This design comes from an exercise in tuning for small area, a short achievable clock period and few clock cycles on the open sky130 flow, not from production work. In this exercise RTL edits were held to simulation tests only and were not proved equivalent to the original.

File: design/flow/design.v
module redes_tx (
    input  wire        clk,
    input  wire        rst,             
    input  wire        cfg_we,
    input  wire [2:0]  cfg_addr,
    input  wire [31:0] cfg_wdata,
    input  wire        start,
    input  wire        start_alg,       
    input  wire [11:0] start_nbytes,    
    output wire        busy,
    input  wire        in_valid,
    output wire        in_ready,
    input  wire [7:0]  in_data,
    output wire        out_valid,
    input  wire        out_ready,
    output wire [7:0]  out_data,
    output wire        out_last
);
    localparam [31:0] POLY_RESET = 32'h04C11DB7;   
    localparam [5:0]  DEG_RESET  = 6'd32;
    localparam [31:0] SEED_ZERO  = 32'h6D2B79F5;   
    localparam [1:0] S_IDLE = 2'd0, S_HDR = 2'd1, S_BODY = 2'd2;
    reg [31:0] poly;         
    reg [5:0]  deg;          
    reg [6:0]  gen0, gen1, gen2, gen3;
    reg [2:0]  conv_k;       
    reg [16:0] prob;         
    reg [31:0] rng;          
    wire [31:0] poly_aligned = poly & ~(32'hFFFFFFFF >> deg);
    wire        cw_we   = cfg_we;
    wire [2:0]  cw_addr = cfg_addr;
    wire [31:0] cw_data = cfg_wdata;
    wire [6:0]  wg0 = cw_data[6:0];
    wire [6:0]  wg1 = cw_data[13:7];
    wire [6:0]  wg2 = cw_data[20:14];
    wire [6:0]  wg3 = cw_data[27:21];
    wire [2:0]  wk  = cw_data[30:28];
    wire        cfg_gen_ok = (wk >= 3'd1) && (wk <= 3'd4) &&
                             ((wg0 != 7'd0) ||
                              (wk >= 3'd2 && wg1 != 7'd0) ||
                              (wk >= 3'd3 && wg2 != 7'd0) ||
                              (wk >= 3'd4 && wg3 != 7'd0));
    reg [1:0]  state;
    reg        alg;
    reg [11:0] nb;           
    reg [1:0]  hcnt;         
    reg        ninit;        
    reg [11:0] bytes_left;   
    reg [7:0]  head, skid;
    reg        hv, sv;
    reg [31:0] crc;          
    reg [6:0]  pm7;          
    reg [6:0]  q;            
    reg [5:0]  h;            
    reg [2:0]  bi;           
    reg [1:0]  gsel;         
    reg [7:0]  pk;           
    reg [3:0]  pcnt;         
    reg [13:0] nm;           
    reg        owe;          
    reg        pend;         
    reg [31:0] s2r, s5r;     
    reg [1:0]  f2;           
    reg [4:0]  f5;           
    reg        v1, l1, v2, l2;
    reg [7:0]  fm;           
    reg        fm_v, fm_last;
    reg [2:0]  fsub;         
    reg [7:0]  od, os;
    reg        ov, olast, os_v, os_last;
    wire [13:0] nb3  = {2'b00, nb} + {1'b0, nb, 1'b0};
    reg  [13:0] nbk;
    always @(*) begin
        case (conv_k[1:0])
            2'd1: nbk = {2'b00, nb};
            2'd2: nbk = {1'b0, nb, 1'b0};
            2'd3: nbk = nb3;
            default: nbk = {nb, 2'b00};
        endcase
    end
    wire [13:0] nfull = alg ? nbk : ({2'b00, nb} + {11'd0, deg[5:3]});
    wire [16:0] nlen  = {nfull, alg ? 3'd0 : deg[2:0]};
    wire        nzero = (nb == 12'd0) && (alg || deg == 6'd0);
    wire        npart = !alg && (deg[2:0] != 3'd0);
    function [31:0] xs32(input [31:0] x);
        reg [31:0] y;
        begin
            y = x ^ (x << 13);
            y = y ^ (y >> 17);
            xs32 = y ^ (y << 5);
        end
    endfunction
    function lt(input [15:0] x, input [16:0] p);
        reg [15:0] g, e;
        reg [7:0]  g1, e1;
        reg [3:0]  g2, e2;
        reg [1:0]  g3, e3;
        integer b;
        begin
            g = p[15:0] & ~x;
            e = ~(p[15:0] ^ x);
            for (b = 0; b < 8; b = b + 1) begin
                g1[b] = g[2*b+1] | (e[2*b+1] & g[2*b]);
                e1[b] = e[2*b+1] & e[2*b];
            end
            for (b = 0; b < 4; b = b + 1) begin
                g2[b] = g1[2*b+1] | (e1[2*b+1] & g1[2*b]);
                e2[b] = e1[2*b+1] & e1[2*b];
            end
            for (b = 0; b < 2; b = b + 1) begin
                g3[b] = g2[2*b+1] | (e2[2*b+1] & g2[2*b]);
                e3[b] = e2[2*b+1] & e2[2*b];
            end
            lt = p[16] | g3[1] | (e3[1] & g3[0]);
        end
    endfunction
    wire [31:0] rng_a8;
    assign rng_a8[0] = rng[2] ^ rng[3] ^ rng[4] ^ rng[5] ^ rng[6] ^ rng[9] ^ rng[11] ^ rng[13] ^ rng[16] ^ rng[17] ^ rng[18] ^ rng[19] ^ rng[20] ^ rng[24] ^ rng[30];
    assign rng_a8[1] = rng[0] ^ rng[1] ^ rng[2] ^ rng[3] ^ rng[4] ^ rng[5] ^ rng[7] ^ rng[8] ^ rng[9] ^ rng[15] ^ rng[16] ^ rng[20] ^ rng[23] ^ rng[25] ^ rng[27] ^ rng[29] ^ rng[31];
    assign rng_a8[2] = rng[1] ^ rng[3] ^ rng[5] ^ rng[7] ^ rng[8] ^ rng[9] ^ rng[12] ^ rng[13] ^ rng[14] ^ rng[18] ^ rng[20] ^ rng[23] ^ rng[24] ^ rng[25] ^ rng[27] ^ rng[30];
    assign rng_a8[3] = rng[5] ^ rng[6] ^ rng[8] ^ rng[9] ^ rng[10] ^ rng[18] ^ rng[21] ^ rng[23] ^ rng[25];
    assign rng_a8[4] = rng[0] ^ rng[1] ^ rng[2] ^ rng[3] ^ rng[4] ^ rng[6] ^ rng[7] ^ rng[8] ^ rng[9] ^ rng[10] ^ rng[14] ^ rng[16] ^ rng[18] ^ rng[19] ^ rng[25] ^ rng[26] ^ rng[27] ^ rng[29] ^ rng[30];
    assign rng_a8[5] = rng[0] ^ rng[1] ^ rng[4] ^ rng[7] ^ rng[11] ^ rng[12] ^ rng[21] ^ rng[22] ^ rng[23] ^ rng[27] ^ rng[30];
    assign rng_a8[6] = rng[2] ^ rng[3] ^ rng[5] ^ rng[7] ^ rng[8] ^ rng[9] ^ rng[10] ^ rng[11] ^ rng[12] ^ rng[13] ^ rng[14] ^ rng[16] ^ rng[19] ^ rng[23] ^ rng[24] ^ rng[25] ^ rng[28] ^ rng[30] ^ rng[31];
    assign rng_a8[7] = rng[0] ^ rng[1] ^ rng[3] ^ rng[4] ^ rng[5] ^ rng[7] ^ rng[9] ^ rng[17] ^ rng[19] ^ rng[22] ^ rng[26] ^ rng[27] ^ rng[29] ^ rng[30] ^ rng[31];
    assign rng_a8[8] = rng[1] ^ rng[3] ^ rng[8] ^ rng[12] ^ rng[13] ^ rng[16] ^ rng[17] ^ rng[24] ^ rng[25] ^ rng[26] ^ rng[28] ^ rng[29] ^ rng[30];
    assign rng_a8[9] = rng[2] ^ rng[4] ^ rng[5] ^ rng[7] ^ rng[9] ^ rng[11] ^ rng[13] ^ rng[14] ^ rng[15] ^ rng[20] ^ rng[21] ^ rng[24] ^ rng[25] ^ rng[27] ^ rng[29] ^ rng[30];
    assign rng_a8[10] = rng[0] ^ rng[2] ^ rng[3] ^ rng[4] ^ rng[5] ^ rng[6] ^ rng[7] ^ rng[10] ^ rng[11] ^ rng[12] ^ rng[16] ^ rng[19] ^ rng[20] ^ rng[21] ^ rng[24] ^ rng[26] ^ rng[27] ^ rng[28];
    assign rng_a8[11] = rng[0] ^ rng[3] ^ rng[5] ^ rng[6] ^ rng[7] ^ rng[8] ^ rng[11] ^ rng[12] ^ rng[13] ^ rng[14] ^ rng[15] ^ rng[17] ^ rng[18] ^ rng[20] ^ rng[22] ^ rng[25] ^ rng[26] ^ rng[27] ^ rng[28] ^ rng[31];
    assign rng_a8[12] = rng[0] ^ rng[3] ^ rng[6] ^ rng[7] ^ rng[8] ^ rng[12] ^ rng[14] ^ rng[17] ^ rng[19] ^ rng[23] ^ rng[27] ^ rng[29];
    assign rng_a8[13] = rng[1] ^ rng[6] ^ rng[10] ^ rng[13] ^ rng[14] ^ rng[16] ^ rng[22] ^ rng[24] ^ rng[27] ^ rng[31];
    assign rng_a8[14] = rng[1] ^ rng[2] ^ rng[3] ^ rng[4] ^ rng[5] ^ rng[7] ^ rng[8] ^ rng[9] ^ rng[13] ^ rng[16] ^ rng[18] ^ rng[19] ^ rng[20] ^ rng[25] ^ rng[27] ^ rng[29];
    assign rng_a8[15] = rng[2] ^ rng[5] ^ rng[9] ^ rng[10] ^ rng[11] ^ rng[12] ^ rng[15] ^ rng[16] ^ rng[18] ^ rng[20] ^ rng[23] ^ rng[24] ^ rng[25] ^ rng[28] ^ rng[31];
    assign rng_a8[16] = rng[0] ^ rng[1] ^ rng[2] ^ rng[6] ^ rng[7] ^ rng[10] ^ rng[11] ^ rng[12] ^ rng[14] ^ rng[16] ^ rng[17] ^ rng[19] ^ rng[21] ^ rng[23] ^ rng[24] ^ rng[25] ^ rng[26] ^ rng[29] ^ rng[31];
    assign rng_a8[17] = rng[1] ^ rng[6] ^ rng[7] ^ rng[10] ^ rng[12] ^ rng[15] ^ rng[18] ^ rng[19] ^ rng[20] ^ rng[22] ^ rng[25] ^ rng[27] ^ rng[30] ^ rng[31];
    assign rng_a8[18] = rng[1] ^ rng[2] ^ rng[7] ^ rng[12] ^ rng[16] ^ rng[18] ^ rng[20] ^ rng[21] ^ rng[22] ^ rng[23] ^ rng[25] ^ rng[28] ^ rng[30];
    assign rng_a8[19] = rng[0] ^ rng[1] ^ rng[2] ^ rng[8] ^ rng[12] ^ rng[15] ^ rng[18] ^ rng[19] ^ rng[20] ^ rng[21] ^ rng[23] ^ rng[24] ^ rng[28] ^ rng[29] ^ rng[30];
    assign rng_a8[20] = rng[0] ^ rng[3] ^ rng[4] ^ rng[5] ^ rng[7] ^ rng[9] ^ rng[14] ^ rng[16] ^ rng[17] ^ rng[19] ^ rng[21] ^ rng[22] ^ rng[23] ^ rng[25] ^ rng[29] ^ rng[31];
    assign rng_a8[21] = rng[0] ^ rng[2] ^ rng[3] ^ rng[6] ^ rng[7] ^ rng[9] ^ rng[10] ^ rng[11] ^ rng[13] ^ rng[14] ^ rng[15] ^ rng[20] ^ rng[21] ^ rng[23] ^ rng[24] ^ rng[25] ^ rng[26] ^ rng[27] ^ rng[29];
    assign rng_a8[22] = rng[0] ^ rng[3] ^ rng[4] ^ rng[6] ^ rng[8] ^ rng[9] ^ rng[14] ^ rng[15] ^ rng[18] ^ rng[20] ^ rng[23] ^ rng[26] ^ rng[27] ^ rng[28] ^ rng[29] ^ rng[31];
    assign rng_a8[23] = rng[0] ^ rng[1] ^ rng[4] ^ rng[8] ^ rng[12] ^ rng[13] ^ rng[17] ^ rng[18] ^ rng[23] ^ rng[24] ^ rng[25] ^ rng[30] ^ rng[31];
    assign rng_a8[24] = rng[0] ^ rng[1] ^ rng[2] ^ rng[3] ^ rng[4] ^ rng[6] ^ rng[8] ^ rng[9] ^ rng[10] ^ rng[14] ^ rng[16] ^ rng[17] ^ rng[19] ^ rng[22] ^ rng[23] ^ rng[24] ^ rng[26] ^ rng[28] ^ rng[30] ^ rng[31];
    assign rng_a8[25] = rng[1] ^ rng[3] ^ rng[4] ^ rng[6] ^ rng[7] ^ rng[9] ^ rng[13] ^ rng[17] ^ rng[20] ^ rng[21] ^ rng[25] ^ rng[26] ^ rng[28] ^ rng[29];
    assign rng_a8[26] = rng[2] ^ rng[4] ^ rng[6] ^ rng[9] ^ rng[10] ^ rng[13] ^ rng[14] ^ rng[15] ^ rng[16] ^ rng[21] ^ rng[22] ^ rng[24] ^ rng[25] ^ rng[26] ^ rng[29] ^ rng[30];
    assign rng_a8[27] = rng[0] ^ rng[8] ^ rng[10] ^ rng[12] ^ rng[13] ^ rng[14] ^ rng[16] ^ rng[23] ^ rng[24] ^ rng[26] ^ rng[27] ^ rng[28];
    assign rng_a8[28] = rng[0] ^ rng[1] ^ rng[3] ^ rng[5] ^ rng[6] ^ rng[7] ^ rng[10] ^ rng[11] ^ rng[14] ^ rng[16] ^ rng[18] ^ rng[19] ^ rng[20] ^ rng[25] ^ rng[26];
    assign rng_a8[29] = rng[2] ^ rng[6] ^ rng[11] ^ rng[14] ^ rng[15] ^ rng[16] ^ rng[17] ^ rng[18] ^ rng[20] ^ rng[21] ^ rng[23] ^ rng[24] ^ rng[25] ^ rng[26];
    assign rng_a8[30] = rng[1] ^ rng[2] ^ rng[3] ^ rng[4] ^ rng[6] ^ rng[7] ^ rng[8] ^ rng[11] ^ rng[13] ^ rng[14] ^ rng[20] ^ rng[21] ^ rng[22] ^ rng[27] ^ rng[28] ^ rng[29];
    assign rng_a8[31] = rng[3] ^ rng[4] ^ rng[6] ^ rng[7] ^ rng[9] ^ rng[13] ^ rng[14] ^ rng[15] ^ rng[16] ^ rng[17] ^ rng[18] ^ rng[21] ^ rng[22] ^ rng[24] ^ rng[27] ^ rng[29] ^ rng[30] ^ rng[31];
    wire [31:0] s1 = xs32(rng);
    wire [31:0] s2 = xs32(s1);
    wire [31:0] s3 = xs32(s2r);
    wire [31:0] s4 = xs32(s3);
    wire [31:0] s5 = xs32(s4);
    wire [31:0] s6 = xs32(s5r);
    wire [31:0] s7 = xs32(s6);
    wire [31:0] s8 = xs32(s7);
    wire [1:0]  flips_a = {lt(s1[31:16], prob), lt(s2[31:16], prob)};
    wire [2:0]  flips_b = {lt(s3[31:16], prob), lt(s4[31:16], prob), lt(s5[31:16], prob)};
    wire [2:0]  flips_c = {lt(s6[31:16], prob), lt(s7[31:16], prob), lt(s8[31:16], prob)};
    wire fast = (conv_k == 3'd2);
    reg  [6:0] gcur;
    always @(*) begin
        case (gsel)
            2'd0: gcur = gen0;
            2'd1: gcur = gen1;
            2'd2: gcur = gen2;
            default: gcur = gen3;
        endcase
    end
    wire [6:0] w0 = {h[5:0], head[7]};
    wire [6:0] w1 = {h[4:0], head[7], head[6]};
    wire [6:0] w2 = {h[3:0], head[7], head[6], head[5]};
    wire [6:0] w3 = {h[2:0], head[7], head[6], head[5], head[4]};
    wire       p0 = ^(w0 & gcur);
    wire [7:0] conv_byte = {p0,             ^(w0 & gen1),
                            ^(w1 & gen0),   ^(w1 & gen1),
                            ^(w2 & gen0),   ^(w2 & gen1),
                            ^(w3 & gen0),   ^(w3 & gen1)};
    reg [6:0]  q_next;
    reg [7:0]  u, fb;
    reg [31:0] crc_next;
    integer j, k;
    always @(*) begin
        for (k = 1; k <= 7; k = k + 1) begin
            q_next[k-1] = pm7[7-k];
            for (j = 1; j < k; j = j + 1)
                q_next[k-1] = q_next[k-1] ^ (pm7[7-j] & q_next[k-j-1]);
        end
        for (j = 0; j < 8; j = j + 1)
            u[j] = head[7-j] ^ crc[31-j];
        for (k = 0; k < 8; k = k + 1) begin
            fb[k] = u[k];
            for (j = 0; j < k; j = j + 1)
                fb[k] = fb[k] ^ (q[k-j-1] & u[j]);
        end
        crc_next = {crc[23:0], 8'd0};
        for (k = 0; k < 32; k = k + 1)
            for (j = 0; j < 8; j = j + 1)
                if (k - 7 + j >= 0 && k - 7 + j <= 31)
                    crc_next[k] = crc_next[k] ^ (fb[j] & poly_aligned[k-7+j]);
    end
    wire in_body  = (state == S_BODY);
    wire crc_tail = !hv && (bytes_left == 12'd0);
    reg  [7:0] rd;
    reg        rd_ok;
    always @(*) begin
        if (!alg) begin
            rd    = hv ? head : crc[31:24];
            rd_ok = hv || crc_tail;
        end else if (fast) begin
            rd    = conv_byte;
            rd_ok = hv;
        end else begin
            rd    = pk;
            rd_ok = pcnt[3];
        end
    end
    wire emit     = in_body && !os_v && rd_ok && fm_v;
    wire hdr_wr   = (state == S_HDR) && !os_v;
    wire wr       = emit || hdr_wr;
    reg  [7:0] wbyte;
    always @(*) begin
        case (hcnt)
            2'd1: wbyte = {7'd0, nlen[16]};
            2'd2: wbyte = nlen[15:8];
            default: wbyte = nlen[7:0];
        endcase
        if (in_body) wbyte = rd ^ fm;
    end
    wire wlast = in_body ? fm_last : (hcnt == 2'd3 && nzero);
    wire xfer  = ov && out_ready;
    wire nm_hi0   = (nm[13:1] == 13'd0);
    wire iss      = !(nm_hi0 && nm[0] == owe);    
    wire more1    = owe ? (nm == 14'd2) : (nm == 14'd1);
    wire [13:0] nm_m1 = nm - 14'd1;
    wire [13:0] nm_m2 = nm - 14'd2;
    wire pser     = pend && !iss && !v1 && !v2 && !fm_v;
    wire adv      = !fm_v || emit;
    wire iss0     = (nb != 12'd0) || (!alg && deg[5:3] != 3'd0);
    wire last0    = !npart && (alg ? (nb == 12'd1 && conv_k == 3'd1)
                                   : ((nb == 12'd1 && deg[5:3] == 3'd0) ||
                                      (nb == 12'd0 && deg[5:3] == 3'd1)));
    wire serial   = (state != S_IDLE) && alg && !fast && hv && !pcnt[3];
    wire last_bit = (gsel == conv_k[1:0] - 2'd1);
    wire pop = alg ? (fast ? (emit && bi[2]) : (serial && last_bit && bi == 3'd7))
                   : (emit && hv);
    wire push = in_ready && in_valid;
    reg  busy_r, ir;
    wire sv_n = pop ? (sv && push) : (sv || (hv && push));
    wire bl_n = push ? (bytes_left != 12'd1) : (bytes_left != 12'd0);
    assign busy      = busy_r;
    assign in_ready  = ir;
    assign out_valid = ov;
    assign out_data  = od;
    assign out_last  = olast;
    always @(posedge clk) begin
        pm7     <= poly_aligned[31:25];
        q       <= q_next;
        if (rst) begin
            busy_r     <= 1'b0;
            ir         <= 1'b0;
            poly       <= POLY_RESET;
            deg        <= DEG_RESET;
            gen0       <= 7'b111;
            gen1       <= 7'b101;
            gen2       <= 7'd0;
            gen3       <= 7'd0;
            conv_k     <= 3'd2;
            prob       <= 17'd0;
            rng        <= SEED_ZERO;
            state      <= S_IDLE;
            bytes_left <= 12'd0;
            hv         <= 1'b0;
            sv         <= 1'b0;
            v1         <= 1'b0;
            v2         <= 1'b0;
            fm_v       <= 1'b0;
            nm         <= 14'd0;
            owe        <= 1'b0;
            pend       <= 1'b0;
            ov         <= 1'b0;
            os_v       <= 1'b0;
            pcnt       <= 4'd0;
            ninit      <= 1'b0;
        end else begin
            if (cw_we) begin
                case (cw_addr)
                    3'd0: poly <= cw_data;
                    3'd1: if (cw_data <= 32'd32) deg <= cw_data[5:0];
                    3'd2: if (cfg_gen_ok) begin
                              gen0   <= wg0;
                              gen1   <= wg1;
                              gen2   <= wg2;
                              gen3   <= wg3;
                              conv_k <= wk;
                          end
                    3'd3: if (cw_data <= 32'd65536) prob <= cw_data[16:0];
                    3'd4: rng <= (cw_data == 32'd0) ? SEED_ZERO : cw_data;
                    default: ;
                endcase
            end
            if (state == S_IDLE) begin
                busy_r <= start;
                ir     <= start && (start_nbytes != 12'd0);
            end else begin
                if (state == S_BODY && xfer && olast)
                    busy_r <= 1'b0;
                ir <= bl_n && !sv_n;
            end
            case (state)
                S_IDLE: begin
                    if (start) begin
                        alg        <= start_alg;
                        nb         <= start_nbytes;
                        bytes_left <= start_nbytes;
                        hcnt       <= 2'd1;
                        ninit      <= 1'b1;
                        hv         <= 1'b0;
                        sv         <= 1'b0;
                        crc        <= 32'd0;
                        h          <= 6'd0;
                        bi         <= 3'd0;
                        gsel       <= 2'd0;
                        pcnt       <= 4'd0;
                        v1         <= 1'b0;
            v2         <= 1'b0;
                        fm_v       <= 1'b0;
                        fsub       <= 3'd0;
                        state      <= S_HDR;
                    end
                end
                S_HDR: begin
                    if (hdr_wr) begin
                        hcnt <= hcnt + 2'd1;
                        if (hcnt == 2'd3)
                            state <= S_BODY;
                    end
                end
                S_BODY: begin
                    if (xfer && olast)
                        state <= S_IDLE;
                end
                default: state <= S_IDLE;
            endcase
            if (state == S_IDLE) begin
                if (start) begin
                    od    <= 8'd0;
                    ov    <= 1'b1;
                    olast <= 1'b0;
                end
            end else if (!ov || out_ready) begin
                if (os_v) begin
                    od      <= os;
                    olast   <= os_last;
                    ov      <= 1'b1;
                    os_v    <= 1'b0;
                end else if (wr) begin
                    od    <= wbyte;
                    olast <= wlast;
                    ov    <= 1'b1;
                end else begin
                    ov    <= 1'b0;
                end
            end else if (wr) begin
                os      <= wbyte;
                os_last <= wlast;
                os_v    <= 1'b1;
            end
            if (ninit) begin
                ninit <= 1'b0;
                nm    <= nfull;
                owe   <= iss0;
                pend  <= npart;
                v1    <= iss0;
                l1    <= last0;
                s2r   <= s2;
                f2    <= flips_a;
                if (iss0)
                    rng <= rng_a8;
            end else if (state != S_IDLE) begin
                if (pser) begin
                    fm   <= {fm[6:0], (fsub < deg[2:0]) ? flips_a[1] : 1'b0};
                    if (fsub < deg[2:0])
                        rng <= s1;
                    fsub <= fsub + 3'd1;
                    if (fsub == 3'd7) begin
                        pend    <= 1'b0;
                        fm_v    <= 1'b1;
                        fm_last <= 1'b1;
                    end
                end else if (adv) begin
                    fm      <= {f5, flips_c};
                    fm_v    <= v2;
                    fm_last <= l2;
                    s5r     <= s5;
                    f5      <= {f2, flips_b};
                    v2      <= v1;
                    l2      <= l1;
                    s2r     <= s2;
                    f2      <= flips_a;
                    v1      <= iss;
                    l1      <= more1 && !pend;
                    owe     <= 1'b0;
                    if (iss && owe)
                        nm <= nm_m2;
                    else if (iss || owe)
                        nm <= nm_m1;
                    if (iss)
                        rng <= rng_a8;
                end
            end
            if (state != S_IDLE) begin
                if (push)
                    bytes_left <= bytes_left - 12'd1;
                if (pop) begin
                    if (sv) begin
                        head <= skid;
                        hv   <= 1'b1;
                        sv   <= push;
                        if (push) skid <= in_data;
                    end else begin
                        head <= in_data;
                        hv   <= push;
                    end
                end else begin
                    if (!hv) begin
                        head <= in_data;
                        hv   <= push;
                    end else if (push) begin
                        skid <= in_data;
                        sv   <= 1'b1;
                    end
                    if (alg && fast && emit)
                        head <= {head[3:0], 4'd0};
                    else if (serial && last_bit)
                        head <= {head[6:0], 1'b0};
                end
            end
            if (state != S_IDLE) begin
                if (!alg) begin
                    if (emit)
                        crc <= hv ? crc_next : {crc[23:0], 8'd0};
                end else if (fast) begin
                    if (emit) begin
                        h  <= {h[1:0], head[7:4]};
                        bi <= bi + 3'd4;
                    end
                end else begin
                    if (serial) begin
                        pk   <= {pk[6:0], p0};
                        pcnt <= pcnt + 4'd1;
                        if (last_bit) begin
                            gsel <= 2'd0;
                            h    <= {h[4:0], head[7]};
                            bi   <= bi + 3'd1;
                        end else begin
                            gsel <= gsel + 2'd1;
                        end
                    end else if (emit) begin
                        pcnt <= 4'd0;
                    end
                end
            end
        end
    end
endmodule
File: design/flow/flow/run.sh
#!/bin/bash
# The standard layout (the standard.sh: the standard synthesis and the
# ORFS steps) with one change: the resizer's repair_timing aims for 6 ns of
# setup slack at the design's 10 ns clock, so it keeps sizing and buffering
# paths well past the point where they merely meet the clock.
set -euo pipefail
cp config.mk config_margin.mk
printf '\nexport SETUP_SLACK_MARGIN = 6\n' >> config_margin.mk
sed -E "s#DESIGN_CONFIG=('?)([^ ']*)config\.mk#DESIGN_CONFIG=\1\2config_margin.mk#" standard.sh > standard_margin.sh
grep -q 'config_margin.mk' standard_margin.sh
bash standard_margin.sh > flow.log 2>&1
File: design/flow/standard.sh
#!/bin/bash
# synth_recipe.tcl (not shown) runs the flow's synth.tcl, then flattens the netlist and writes it again
# the make line also repeats each setting of config.mk as NAME=value (left out here)
make -C /OpenROAD-flow-scripts/flow DESIGN_CONFIG=/design/flow/config.mk WORK_HOME=/design/flow/orfs CLKGATE_MAP_FILE= SYNTH_SCRIPT=/design/flow/synth_recipe.tcl "${@:-finish}"
File: design/flow/config.mk
export PLATFORM = sky130hd
export DESIGN_NAME = redes_tx
export DESIGN_NICKNAME = redes_tx
export VERILOG_FILES = /design/flow/design.v
export SDC_FILE = /design/flow/constraint.sdc
export NUM_CORES = 4
export LEC_CHECK = 0
export CAP_MARGIN = 20
export CORE_MARGIN = 2
export CORE_UTILIZATION = 40
export PLACE_DENSITY = 0.6
export SLEW_MARGIN = 20
File: design/flow/constraint.sdc
create_clock -name core_clock -period 10.0 [get_ports {clk}]
set_input_delay 2.0000 -clock core_clock [delete_from_list [all_inputs] [get_ports {clk}]]
set_output_delay 2.0000 -clock core_clock [all_outputs]
set_load 0.01 [all_outputs]
==> results of run 1 <==
[area by class of cell]
type | count | area, um^2 | area share, %
Clock inverter | 16 | 163.9 | 0.4540
Timing Repair Buffer | 146 | 1299 | 3.597
Clock buffer | 66 | 1406 | 3.895
Inverter | 113 | 426.7 | 1.182
Multi-Input combinational cell | 2910 | 22410 | 62.06
Sequential cell | 361 | 9086 | 25.17
Tap cell | 1050 | 1314 | 3.639
[layout by cell type, fill, tap and decap left out, types with 71 or more instances in the layout]
cell      instances
inv_1           112
nand3_1          94
dfxtp_1         170
ha_1            169
nor3_1           79
o21ai_0         101
a21oi_1         130
mux2i_1          98
edfxtp_1        185
nand2_1         290
xor2_1          232
nor2_1          358
buf_4            71
xnor2_1         718
[state kept, by name, indices dropped and copies added (netlist names), 14 cells and up]
signal,count
nm,14
s2r,32
poly,32
prob,17
s5r,32
rng,32
crc,32
[path summary, 6_finish.rpt]
kind,start,endpoint,slack [ps],depth (start not counted)
worst max register to register,s2r[9],f5[0],5940,16
worst max-delay path,s2r[9],f5[0],5940,16
worst min-delay path,l1,l2,430,0
worst min register to register,l1,l2,430,0
[critical path, stage by stage, from the launching register on]
cell and delay, ps:
edfxtp_1 500, xnor2_2 430, xor2_1 360, xnor2_1 160
xnor2_1 190, xnor2_2 330, xor2_1 230, ha_1 230
a21o_1 170, a21o_1 160, a21o_1 180, a21oi_2 110
nor2b_1 50, o21ai_1 120, nand2b_1 90, a2111oi_2 310
o21ai_1 140
[logic make-up (layout without fill, tap and decap cells)]
family,Yosys count,after routing,synth area share [%]
muxes,102,102,3.232
and+or+nand+nor,997,999,14.00
AOI/OAI and AO/OA,564,564,11.87
adders and majority gates,173,173,6.858
xor gates and xnor gates,1071,1072,31.59
buffers and inverters,308,341,3.851
DFF,361,361,28.60
[metrics by stage]
step	cell area, um^2	worst slack (ps)	std cells	utilization, %
6_report	36100	5944	4662	45.85
4_1_cts	35780	6006	4657	45.45
3_3_place_gp	33390	4735	4542	42.41
5_1_grt	36100	5776	4662	45.85
3_5_place_dp	33390	4679	4542	42.41
2_1_floorplan	31800	6025	3576	-
[layer usage]
layer | up-vias | wire [um] | part of all wire, %
met5 | - | 94 | 0.091
met4 | 16 | 3846 | 3.7
met3 | 222 | 7421 | 7.1
met2 | 920 | 47470 | 46
met1 | 12560 | 44980 | 43
li1 | 12270 | - | -
[timing repair]
| item | 4_1_cts | 5_1_grt |
|---|---|---|
| pin swaps | 19 | 6 |
| setup endpoints to repair | 186 | 201 |
| gates cloned | 2 | 1 |
| buffers inserted | 31 | 4 |
| gates resized for setup | 83 | 49 |
==> results.toml, run 1 <==
[status]
outcome = "complete, no violations"

[floorplanning]
pin_count = 74
rows = 103
core_mm2 = 0.07874
die_w_um = 285.7
initial_core_util_pct = 40.31
die_h_um = 285.7
dieArea_mm2 = 0.08163

[sta]
drv_slew = 0
fmax_ghz = 0.2465
timing.final.crit_share_pct = 40.56
worst_slew_pin_slew_ps = 1090
grt_setup_unrepaired = "yes"
finalClockSkew_ps = 44.98
slew_headroom_pct = 27.31
tns_ps = 0
holdWs_ps = 432.8
setup_viol = 0
final_hold_viol_count = 0
min_period_ps = 4056

[clocking]
root_buffer = "clkbuf_16"
cts_sinks = 361
clockBufferDepth = 3
worstSkewPairLatency_ps = 600
clk_pin_slew_ps = 60
cts_made_buffers = 45
cts_tree = "built"
htree_levels = 2
cts-hold-fix-buffers = 0

[route]
wl_um = 103800
antenna_left = 0
drt-pass1-iter-count = 5
remaining_drc_errors = 0
avgViaCountPerCell = 5.575
wl_per_cell_um = 22.27
vias = 25990
first_iter_violations = 2570

[synthesis]
avgSynthCellArea_um2 = 8.877
post-synth-top-count-cell = "xnor2_1"
post-synth-top-area-cell = "xnor2_1"
ys_seq_area_share_pct = 28.60
ys_async_sr_fraction_pct = 0
syn_nets = 3810
netlist.area_leader.share_pct = 21.08
syn_inst = 3576
synth_common_cells = "xnor2_1 (764), nor2_1 (364), nand2_1 (294)"
synth-edff-count = 185
synth_area_mm2 = 0.03174
ys_top_cells_by_area = "xnor2_1 (21%), edfxtp_1 (18%), dfxtp_1 (11%), xor2_1 (7.1%), ha_1 (6.7%)"
ys_ff_latch = 361
ys.flop_type = "edfxtp_1"
yosysUniqueCellTypes = 86
yosysWarningCount = 1

[global_route]
grt_use_met3_pct = 4.115
track_usage_pct = 25.02
gr-usage-met1_pct = 33.92
grt_pass1_wl_um = 158600
grt-busiest-layer = "met2"
overflow = 0
antenna_found_initial = 8
grtUsageMet2_pct = 40.44
grt_start_max_net_pins = 93
grt_pass1_vias = 25330

[worst_setup_path]
worstPathRequired_ps = 10290
path_max_fanout = 5
critPathLaunchType = "flip-flop"
critPathKind = "reg2reg"
crit_arrival_ps = 4350
critPathCaptureType = "flip-flop"

[finish]
syn_to_final_growth_pct = 13.73
diodes = 0
nets = 3811
fillers = 7542
drive_gt1_share_pct = 8.195

[place]
gp_congestion = 1.004
dp_hpwl_um = 76490
port_buffers = 73

[min_path]
worst_hold_path_type = "reg2reg"

[run]
maxCapViolCount = 0
Testbench counts, summed over its fixed seeds: cycles 11,692.
==> inputs of run 2 (changes only) <==
--- a/design/flow/design.v
+++ b/design/flow/design.v
@@ -60,5 +60,5 @@
     reg        owe;          
     reg        pend;         
-    reg [31:0] s2r, s5r;     
+    reg [31:0] s3r, s6r;     
     reg [1:0]  f2;           
     reg [4:0]  f5;           
@@ -150,13 +150,13 @@
     wire [31:0] s1 = xs32(rng);
     wire [31:0] s2 = xs32(s1);
-    wire [31:0] s3 = xs32(s2r);
-    wire [31:0] s4 = xs32(s3);
+    wire [31:0] s3 = xs32(s2);
+    wire [31:0] s4 = xs32(s3r);
     wire [31:0] s5 = xs32(s4);
-    wire [31:0] s6 = xs32(s5r);
-    wire [31:0] s7 = xs32(s6);
+    wire [31:0] s6 = xs32(s5);
+    wire [31:0] s7 = xs32(s6r);
     wire [31:0] s8 = xs32(s7);
     wire [1:0]  flips_a = {lt(s1[31:16], prob), lt(s2[31:16], prob)};
-    wire [2:0]  flips_b = {lt(s3[31:16], prob), lt(s4[31:16], prob), lt(s5[31:16], prob)};
-    wire [2:0]  flips_c = {lt(s6[31:16], prob), lt(s7[31:16], prob), lt(s8[31:16], prob)};
+    wire [2:0]  flips_b = {lt(s3r[31:16], prob), lt(s4[31:16], prob), lt(s5[31:16], prob)};
+    wire [2:0]  flips_c = {lt(s6r[31:16], prob), lt(s7[31:16], prob), lt(s8[31:16], prob)};
     wire fast = (conv_k == 3'd2);
     reg  [6:0] gcur;
@@ -285,4 +285,6 @@
             ninit      <= 1'b0;
         end else begin
+            if (rng == 32'd0)
+                rng <= SEED_ZERO;
             if (cw_we) begin
                 case (cw_addr)
@@ -297,5 +299,5 @@
                           end
                     3'd3: if (cw_data <= 32'd65536) prob <= cw_data[16:0];
-                    3'd4: rng <= (cw_data == 32'd0) ? SEED_ZERO : cw_data;
+                    3'd4: rng <= cw_data;
                     default: ;
                 endcase
@@ -375,5 +377,5 @@
                 v1    <= iss0;
                 l1    <= last0;
-                s2r   <= s2;
+                s3r   <= s3;
                 f2    <= flips_a;
                 if (iss0)
@@ -394,9 +396,9 @@
                     fm_v    <= v2;
                     fm_last <= l2;
-                    s5r     <= s5;
+                    s6r     <= s6;
                     f5      <= {f2, flips_b};
                     v2      <= v1;
                     l2      <= l1;
-                    s2r     <= s2;
+                    s3r     <= s3;
                     f2      <= flips_a;
                     v1      <= iss;
==> run 2 against run 1 <==
Register-to-register slack better by 70 ps. Clock skew decreased by 2.2 ps. Via count grew 2.7%. Critical endpoint is now fm[0]. Still clean on timing, DRC and antenna. Sequential cell count is the same. Global-route usage grew 0.26 points.
==> results.toml, run 2 <==
[global_route]
track_usage_pct = 25.28
overflow = 0
grt_pass1_wl_um = 160000
antenna_found_initial = 3
grt_pass1_vias = 25300
grt_start_max_net_pins = 72

[synthesis]
synth_simple_gate_area_share_pct = 14.16
post-synth-top-count-cell = "xnor2_1"
ys_async_sr_fraction_pct = 0
post-synth-top-area-cell = "xnor2_1"
synth_common_cells = "xnor2_1 (773), nor2_1 (365), nand2_1 (316)"
ys_seq_area_share_pct = 28.17
syn_nets = 3880
synth_top_family_by_area = "XOR/XNOR gates"
ys_top_cells_by_area = "xnor2_1 (21%), edfxtp_1 (17%), dfxtp_1 (11%), ha_1 (6.7%), xor2_1 (5.7%)"
synthAdderAreaFrac_pct = 6.801
synth-edff-count = 185
synthMuxAreaShare_pct = 3.757
yosysUniqueCellTypes = 85
yosysWarningCount = 1
synth-compound-area-share_pct = 12.01
synth_area_mm2 = 0.03223
avgSynthCellArea_um2 = 8.846
ys_ff_latch = 361
synth_xor_area_share_pct = 31.21
netlist.area_leader.share_pct = 21.00
syn_inst = 3644
ys.flop_type = "edfxtp_1"

[floorplanning]
initial_core_util_pct = 40.21
die_h_um = 287.9
dieArea_mm2 = 0.08287
die_w_um = 287.9
core_mm2 = 0.08016
pin_count = 74
rows = 104

[finish]
drive_gt1_share_pct = 7.322
fillers = 7915
final_common_cell = "xnor2_1"
nets = 3875
final_area_mm2 = 0.03604
post-route-util_pct = 44.96
syn_to_final_growth_pct = 11.80
final_cell_mix = "xnor2_1 (759), nor2_1 (360), nand2_1 (314)"

[place]
place_ws_ps = 4854
gp_congestion = 0.9983
port_buffers = 73
placed_area_mm2 = 0.03394
dp_hpwl_um = 80400

[route]
first_iter_violations = 2657
wl_per_cell_um = 22.65
vias = 26700
avgViaCountPerCell = 5.638
remaining_drc_errors = 0
drt-pass1-iter-count = 6
antenna_left = 0
wl_um = 107300

[worst_setup_path]
critical_path.top_delay_family = "compound AO/OA/AOI/OAI gates"
worstPathRequired_ps = 10330
critPathKind = "reg2reg"
critPathLaunchType = "flip-flop"
cp_slowest_cell = "xor2_1"
crit_arrival_ps = 4320
crit_top_cell = "a21o_1"
critPathCaptureType = "flip-flop"
cp_cell_sequence = "buf_4 -> xnor2_1 -> xor2_1 -> inv_1 -> ha_1 -> a21o_1 -> a21o_1 -> a21o_1 -> a21o_1 -> a21oi_1 -> nor2_1 -> a2111oi_0 -> o31ai_1 -> a22o_1"
worst-path-buf-inv = 2
path_max_fanout = 11
cpPeakStageDelay_ps = 530

[sta]
slew_headroom_pct = 27.10
final_hold_viol_count = 0
min_period_ps = 3985
fmax_ghz = 0.2509
tns_ps = 0
worst_slew_pin_slew_ps = 1093
finalClockSkew_ps = 42.75
setup_viol = 0
grt_setup_unrepaired = "yes"
fin_ws_ps = 6015
timing.final.crit_share_pct = 39.85
drv_slew = 0

[min_path]
worst_hold_path_type = "reg2reg"

[clocking]
clk_pin_slew_ps = 60
htree_levels = 2
cts_sinks = 361
worstSkewPairLatency_ps = 610
cts_made_buffers = 43
cts-hold-fix-buffers = 0
cts_tree = "built"
clockBufferDepth = 3
root_buffer = "clkbuf_16"

[run]
maxCapViolCount = 0

[status]
outcome = "complete, no violations"
run 2: changes by cell type in the layout (fill, tap and decap cells not counted), sizes merged, moves of 14 or more:
cell,change
xor2,-37
a21oi,+25
nand2,+23
xnor2,+21
a221oi,-15
a22o,-15
inv,+15
clkbuf,-14
mux2i,+14
run 2: kinds of logic (layout without fill, tap and decap cells):
family,after synthesis,in the layout
fa+ha+maj,174,174
xor+xnor,1052,1052
other cells,0,1
buf+inv,316,345
compound gates,594,594
mux,120,120
flops,361,361
simple gates,1027,1028
run 2: path summary, 6_finish.rpt:
check / start / depth (start not counted) / to / slack (ps)
hold reg to reg: l1 / 0 / l2 / 420
setup / recovery: rng[25] / 14 / fm[0] / 6010
setup reg to reg: rng[25] / 14 / fm[0] / 6010
hold / removal: l1 / 0 / l2 / 420
run 2: stage by stage:
step           cells  hold slack, ps
2_1_floorplan   3644           400.3
3_3_place_gp    4635           402.7
3_5_place_dp    4635           405.4
4_1_cts         4723           421.5
5_1_grt         4735           428.1
6_report        4735           419.7
run 2: worst reg2reg max path, stage by stage (launching register included):
cell and delay (ps):
dfxtp_1 300, buf_4 220, xnor2_1 430, xor2_1 530, inv_1 120, ha_1 320, a21o_1 170, a21o_1 170
a21o_1 170, a21o_1 170, a21oi_1 150, nor2_1 60, a2111oi_0 400, o31ai_1 250, a22o_1 250
run 2: timing repair:
item	CTS	global route
cloned	1	0
pin swaps	5	4
endpoints found under the setup margin	126	106
gates resized for setup	44	37
setup buffers	7	10
run 2: cell type report:
cell class / instances / area, um^2 / area share, %
Antenna cell: 1 / 2.502 / 0.006944
Clock buffer: 52 / 1160 / 3.219
Clock inverter: 28 / 271.5 / 0.7534
Inverter: 124 / 470.5 / 1.305
Multi-Input combinational cell: 2968 / 22400 / 62.14
Sequential cell: 361 / 9102 / 25.26
Tap cell: 1060 / 1326 / 3.680
Timing Repair Buffer: 141 / 1309 / 3.632
run 2: layer usage:
layer / track usage (%) / up-vias / routed length, um
met5: 0 / - / 10
met3: 2.742 / 287 / 7604
met4: 12.03 / 2 / 5860
met2: 40.32 / 1180 / 48110
li1: - / 12500 / -
met1: 34.17 / 12730 / 45670
Testbench counts of run 2, summed over its fixed seeds: cycles 11,692.
==> inputs of run 3 (changes only) <==
==> design/flow/flow/run.sh (replaced) <==
#!/bin/bash
set -euo pipefail
MARGIN=6.25
cp config.mk config_own.mk
printf '\nexport SETUP_SLACK_MARGIN = %s\n' "$MARGIN" >> config_own.mk
printf 'export BUFFER_PORTS_ARGS = -buffer_cell sky130_fd_sc_hd__buf_2\n' >> config_own.mk
sed -E "s#DESIGN_CONFIG=('?)([^ ']*)config\.mk#DESIGN_CONFIG=\1\2config_own.mk#" standard.sh > standard_own.sh
grep -q 'config_own.mk' standard_own.sh
bash standard_own.sh > flow.log 2>&1
==> run 3 against run 2 <==
Count of clock-buffer cells in the layout grew 1. Register-to-register slack gained 290 ps. Global-route usage grew 0.30 points. Cell area grew 0.89%. Largest cell class unchanged. Still clean on timing, DRC and antenna. Fmax grew 7.7%. Via count grew 1.2%.
==> results.toml, run 3 <==
[status]
outcome = "complete, no violations"

[floorplanning]
die_w_um = 287.9
rows = 104
core_mm2 = 0.08016
dieArea_mm2 = 0.08287
initial_core_util_pct = 40.21
die_h_um = 287.9
pin_count = 74

[global_route]
gr-usage-met1_pct = 34.08
grt_use_met3_pct = 4.548
grt-busiest-layer = "met2"
grt_pass1_wl_um = 162800
overflow = 0
grtUsageMet2_pct = 40.59
grt_pass1_vias = 25780
track_usage_pct = 25.58
grt_start_max_net_pins = 72
antenna_found_initial = 1

[worst_setup_path]
critPathKind = "reg2reg"
cp_slowest_cell = "xnor2_4"
worstPathRequired_ps = 10330
path_max_fanout = 8
critPathCaptureType = "flip-flop"
cpPeakStageDelay_ps = 540
cp_cell_sequence = "xnor2_4 -> xor2_2 -> xor2_1 -> xnor2_1 -> ha_1 -> o21ai_0 -> nand2b_1 -> a21oi_1 -> nor2_1 -> a2111oi_0 -> o41ai_1"
crit_arrival_ps = 4030
startpoint = "rng[27]"
timing.rr.start = "rng[27]"
critPathLaunchType = "flip-flop"

[synthesis]
avgSynthCellArea_um2 = 8.846
synth_area_mm2 = 0.03223
synth_common_cells = "xnor2_1 (773), nor2_1 (365), nand2_1 (316)"
yosysWarningCount = 1
ys_async_sr_fraction_pct = 0
post-synth-top-count-cell = "xnor2_1"
ys_seq_area_share_pct = 28.17
post-synth-top-area-cell = "xnor2_1"
ys_top_cells_by_area = "xnor2_1 (21%), edfxtp_1 (17%), dfxtp_1 (11%), ha_1 (6.7%), xor2_1 (5.7%)"
yosysUniqueCellTypes = 85
ys_ff_latch = 361
netlist.area_leader.share_pct = 21.00
syn_inst = 3644
syn_nets = 3880
synth-edff-count = 185
ys.flop_type = "edfxtp_1"

[finish]
drive_gt1_share_pct = 11.01
nets = 3905
multi_input_area_mm2 = 0.02271
seq_area_mm2 = 0.009107
fillers = 7873
syn_to_final_growth_pct = 12.79
final_cell_mix = "xnor2_1 (744), nor2_1 (360), nand2_1 (314)"
final_common_cell = "xnor2_1"

[route]
first_iter_violations = 2735
vias = 27020
avgViaCountPerCell = 5.669
wl_um = 108700
wl_per_cell_um = 22.80
drt-pass1-iter-count = 6
antenna_left = 0
remaining_drc_errors = 0

[clocking]
root_buffer = "clkbuf_16"
clk_pin_slew_ps = 60
htree_levels = 2
cts_sinks = 361
cts_tree = "built"
cts_made_buffers = 46
clockBufferDepth = 3
worstSkewPairLatency_ps = 610

[place]
port_buffers = 73
dp_hpwl_um = 78480
gp_congestion = 0.9997

[sta]
grt_setup_unrepaired = "yes"
timing.final.crit_share_pct = 36.99
tns_ps = 0
min_period_ps = 3699
holdWs_ps = 416.5
worst_slew_pin_slew_ps = 1048
setup_viol = 0
slew_headroom_pct = 30.14
drv_slew = 0
final_hold_viol_count = 0
finalClockSkew_ps = 42.15
fmax_ghz = 0.2704

[run]
maxCapViolCount = 0

[min_path]
min-delay-start = "l1"
worst_hold_path_type = "reg2reg"
[run 3: repair_timing]
action                                  4_1_cts  5_1_grt
hold buffers                                  0        0
resized for setup                            70       49
buffers inserted                             15       24
endpoints found under the setup margin      202      181
cloned                                        3        1
hold endpoints to repair                      0        0
pin swaps                                    11        9
[run 3: cell families (layout without fill, tap and decap cells)]
kind of cell,after synthesis,in the layout,synth area share [%]
xor gates and xnor gates,1052,1053,31.21
and+or+nand+nor,1027,1029,14.16
AOI/OAI and AO/OA,594,595,12.01
DFF,361,361,28.17
buffers and inverters,316,374,3.901
adders and majority gates,174,174,6.801
muxes,120,120,3.757
other,0,1,0
[run 3: critical path, delay by kind of cell, from the launching register on]
| kind | cells | cell delay [ps] |
|---|---|---|
| AO/OA/AOI/OAI | 4 | 810 |
| flip-flops | 1 | 530 |
| adder cells (fa/ha/maj) | 1 | 300 |
| AND/OR/NAND/NOR | 2 | 140 |
| XOR/XNOR | 4 | 1640 |
[run 3: cell type report]
class	count	share of cell area, %
Antenna cell	1	0.006883
Clock buffer	53	3.414
Clock inverter	32	1.019
Inverter	124	1.321
Multi-Input combinational cell	2971	62.46
Sequential cell	361	25.05
Tap cell	1060	3.648
Timing Repair Buffer	165	3.083
[run 3: worst paths after layout]
check | endpoint | slack, ps | cells past startpoint
max | f2[0] | 6300 | 11
min | l2 | 420 | 0
max reg2reg | f2[0] | 6300 | 11
min reg2reg | l2 | 420 | 0
[run 3: layer usage]
| metal | up-vias | part of all wire, % | routed length [um] |
|---|---|---|---|
| met1 | 12940 | 42 | 45770 |
| met5 | - | 0.046 | 50 |
| met3 | 293 | 8.0 | 8650 |
| li1 | 12590 | - | - |
| met4 | 4 | 5.0 | 5418 |
| met2 | 1196 | 45 | 48780 |
[run 3: metrics by stage]
stage / util [%] / std cells / setup WS [ps] / area (um^2)
finish: 45.36 / 4767 / 6301 / 36360
floorplan: - / 3644 / 6254 / 32280
detailed placement: 41.95 / 4637 / 4609 / 33620
global route: 45.35 / 4766 / 6224 / 36350
CTS: 44.66 / 4740 / 6215 / 35800
global placement: 41.93 / 4637 / 4791 / 33610
==> inputs of run 4 (changes only) <==
--- a/design/flow/flow/run.sh
+++ b/design/flow/flow/run.sh
@@ -1,5 +1,5 @@
 #!/bin/bash
 set -euo pipefail
-MARGIN=6.25
+MARGIN=6.5
 cp config.mk config_own.mk
 printf '\nexport SETUP_SLACK_MARGIN = %s\n' "$MARGIN" >> config_own.mk
==> run 4 against run 3 <==
Clock skew shrank 9.3 ps. Global-route usage is 0.074 points higher. Cell area grew 2.1%. Hold slack improved by 2.6 ps. Via count is 0.41% higher. Critical path depth decreased by 5. Non-clock buffer count increased by 37. Largest cell class unchanged.
==> results.toml, run 4 <==
[global_route]
grt_start_max_net_pins = 67
grt_pass1_vias = 25640
grt_pass1_wl_um = 162800
antenna_found_initial = 2
overflow = 0
track_usage_pct = 25.65

[synthesis]
ys_async_sr_fraction_pct = 0
ys_top_cells_by_area = "xnor2_1 (21%), edfxtp_1 (17%), dfxtp_1 (11%), ha_1 (6.7%), xor2_1 (5.7%)"
netlist.area_leader.share_pct = 21.00
yosysUniqueCellTypes = 85
post-synth-top-count-cell = "xnor2_1"
syn_inst = 3644
ys_ff_latch = 361
yosysWarningCount = 1
synth_area_mm2 = 0.03223
ys_seq_area_share_pct = 28.17
ys.flop_type = "edfxtp_1"
synth_common_cells = "xnor2_1 (773), nor2_1 (365), nand2_1 (316)"
avgSynthCellArea_um2 = 8.846
synth-edff-count = 185
syn_nets = 3880
post-synth-top-area-cell = "xnor2_1"

[place]
placed_area_mm2 = 0.03366
dp_hpwl_um = 78690
port_buffers = 73
place_ws_ps = 4605
gp_congestion = 0.9596

[route]
avgViaCountPerCell = 5.654
vias = 27130
wl_per_cell_um = 22.75
first_iter_violations = 2825
remaining_drc_errors = 0
wl_um = 109200
drt-pass1-iter-count = 8
antenna_left = 0

[clocking]
cts_tree = "built"
root_buffer = "clkbuf_16"
htree_levels = 2
worstSkewPairLatency_ps = 590
clockBufferDepth = 3
cts-hold-fix-buffers = 0
cts_sinks = 361
cts_made_buffers = 44
clk_pin_slew_ps = 60

[sta]
finalClockSkew_ps = 32.82
final_hold_viol_count = 0
grt_setup_unrepaired = "yes"
setup_viol = 0
drv_slew = 0
fmax_ghz = 0.2867
timing.final.crit_share_pct = 34.89
fin_ws_ps = 6511
slew_headroom_pct = 26.21
min_period_ps = 3489
tns_ps = 0
worst_slew_pin_slew_ps = 1099

[worst_setup_path]
timing.rr.start = "head[3]"
ff2ff_setup_slack_ps = 6580
critPathLaunchType = "primary input"
r2r-end = "crc[13]"
path_max_fanout = 61
r2r_cells = 10
critPathKind = "in2reg"
critPathCaptureType = "flip-flop"
crit_arrival_ps = 3790
worstPathRequired_ps = 10300

[finish]
final_cell_mix = "xnor2_1 (736), nor2_1 (359), nand2_1 (313)"
final_area_mm2 = 0.03711
diodes = 0
drive_gt1_share_pct = 12.97
syn_to_final_growth_pct = 15.14
nets = 3939
final_common_cell = "xnor2_1"

[floorplanning]
die_w_um = 287.9
die_h_um = 287.9
core_mm2 = 0.08016
initial_core_util_pct = 40.21
dieArea_mm2 = 0.08287
rows = 104
pin_count = 74

[min_path]
worst_hold_path_type = "reg2reg"
min_to = "l2"
min-delay-start = "l1"
hold_depth = 0

[status]
outcome = "complete, no violations"

[run]
maxCapViolCount = 0
[run 4: cell counts after synthesis]
Identical to the previous run, type by type.
[run 4: routing by layer]
metal	share of wire (%)	up-vias	global-route usage [%]
li1	-	12650	-
met1	42	13030	34.09
met2	45	1160	41.12
met3	7.6	295	4.184
met4	5.0	4	11.06
met5	0.060	-	0
[run 4: layout make-up]
cell class | instances | area, um^2
Fill cell | 7727 | 43040
Multi-Input combinational cell | 2970 | 23120
Sequential cell | 361 | 9136
Timing Repair Buffer | 202 | 1484
Tap cell | 1060 | 1326
Clock buffer | 50 | 1197
Inverter | 124 | 484.2
Clock inverter | 32 | 362.8
[run 4: worst max path at each step]
| stage | end | cells past startpoint | start | slack [ps] |
|---|---|---|---|---|
| after global placement | skid[2] | 11 | conv_k[0] | 4770 |
| final | s6r[2] | 6 | rst | 6510 |
| after CTS | deg[5] | 7 | cfg_wdata[23] | 6470 |
| after detailed placement | skid[5] | 11 | conv_k[0] | 4600 |
| after global routing | skid[3] | 12 | bytes_left[1] | 6400 |
| after floorplan | f5[0] | 5 | rst | 6390 |
[run 4: logic make-up after synthesis]
group                      synth area share [%]
AOI/OAI and AO/OA                         12.01
DFF                                       28.17
and+or+nand+nor                           14.16
adders and majority gates                 6.801
muxes                                     3.757
buffers and inverters                     3.901
xor gates and xnor gates                  31.21
[run 4: through the flow]
step                hold WS, ps  utilization (%)  std cells
floorplan                 400.3                -       3644
global placement          404.1            41.99       4637
detailed placement        404.5            41.99       4637
CTS                       418.3            45.26       4761
global route              429.6            46.30       4799
finish                    419.1            46.30       4799
[run 4: critical path, cell delays in order]
cell,delay (ps)
buf_6,210
inv_8,350
nand2_2,230
or3_4,480
nor2_4,200
buf_12,170
[run 4: repair_timing]
action	4_1_cts	5_1_grt
setup endpoints to repair	244	160
gates resized for setup	126	84
pin swaps	21	27
buffers inserted	39	38
cloned	3	0

afterwards: timing with drivers on the ports:
In the flow no input, the clock included, has a driving cell. The finished layouts below were timed again as built, in two steps.
Step 1 sets driving cells, clkbuf_16 on the clock port and buf_2 on the other inputs (assumed; they add their load-dependent delay and slew).
Step 2 also shifts input and output timing later by t, the mid clock arrival at the registers, as if the neighbouring blocks saw the same clock.
Slacks: ideal ports / drivers / drivers and shift; pairs: ideal ports / drivers.
run | t, ns | slack for setup (ns) | worst slew at a driven data input, ns
run 1 | 0.643 | 5.944 / 5.944 / 5.412 | 0.14
run 2 | 0.658 | 6.015 / 6.015 / 5.415 | 0.09
run 3 | 0.651 | 6.301 / 6.301 / 5.708 | 0.13
run 4 | 0.634 | 6.511 / 6.540 / 5.906 | 0.09
After both steps setup and hold are still met in every run listed. The setup slack of run 4, which loses most, moves by +0.029 ns with the drivers and by -0.605 ns with both steps.
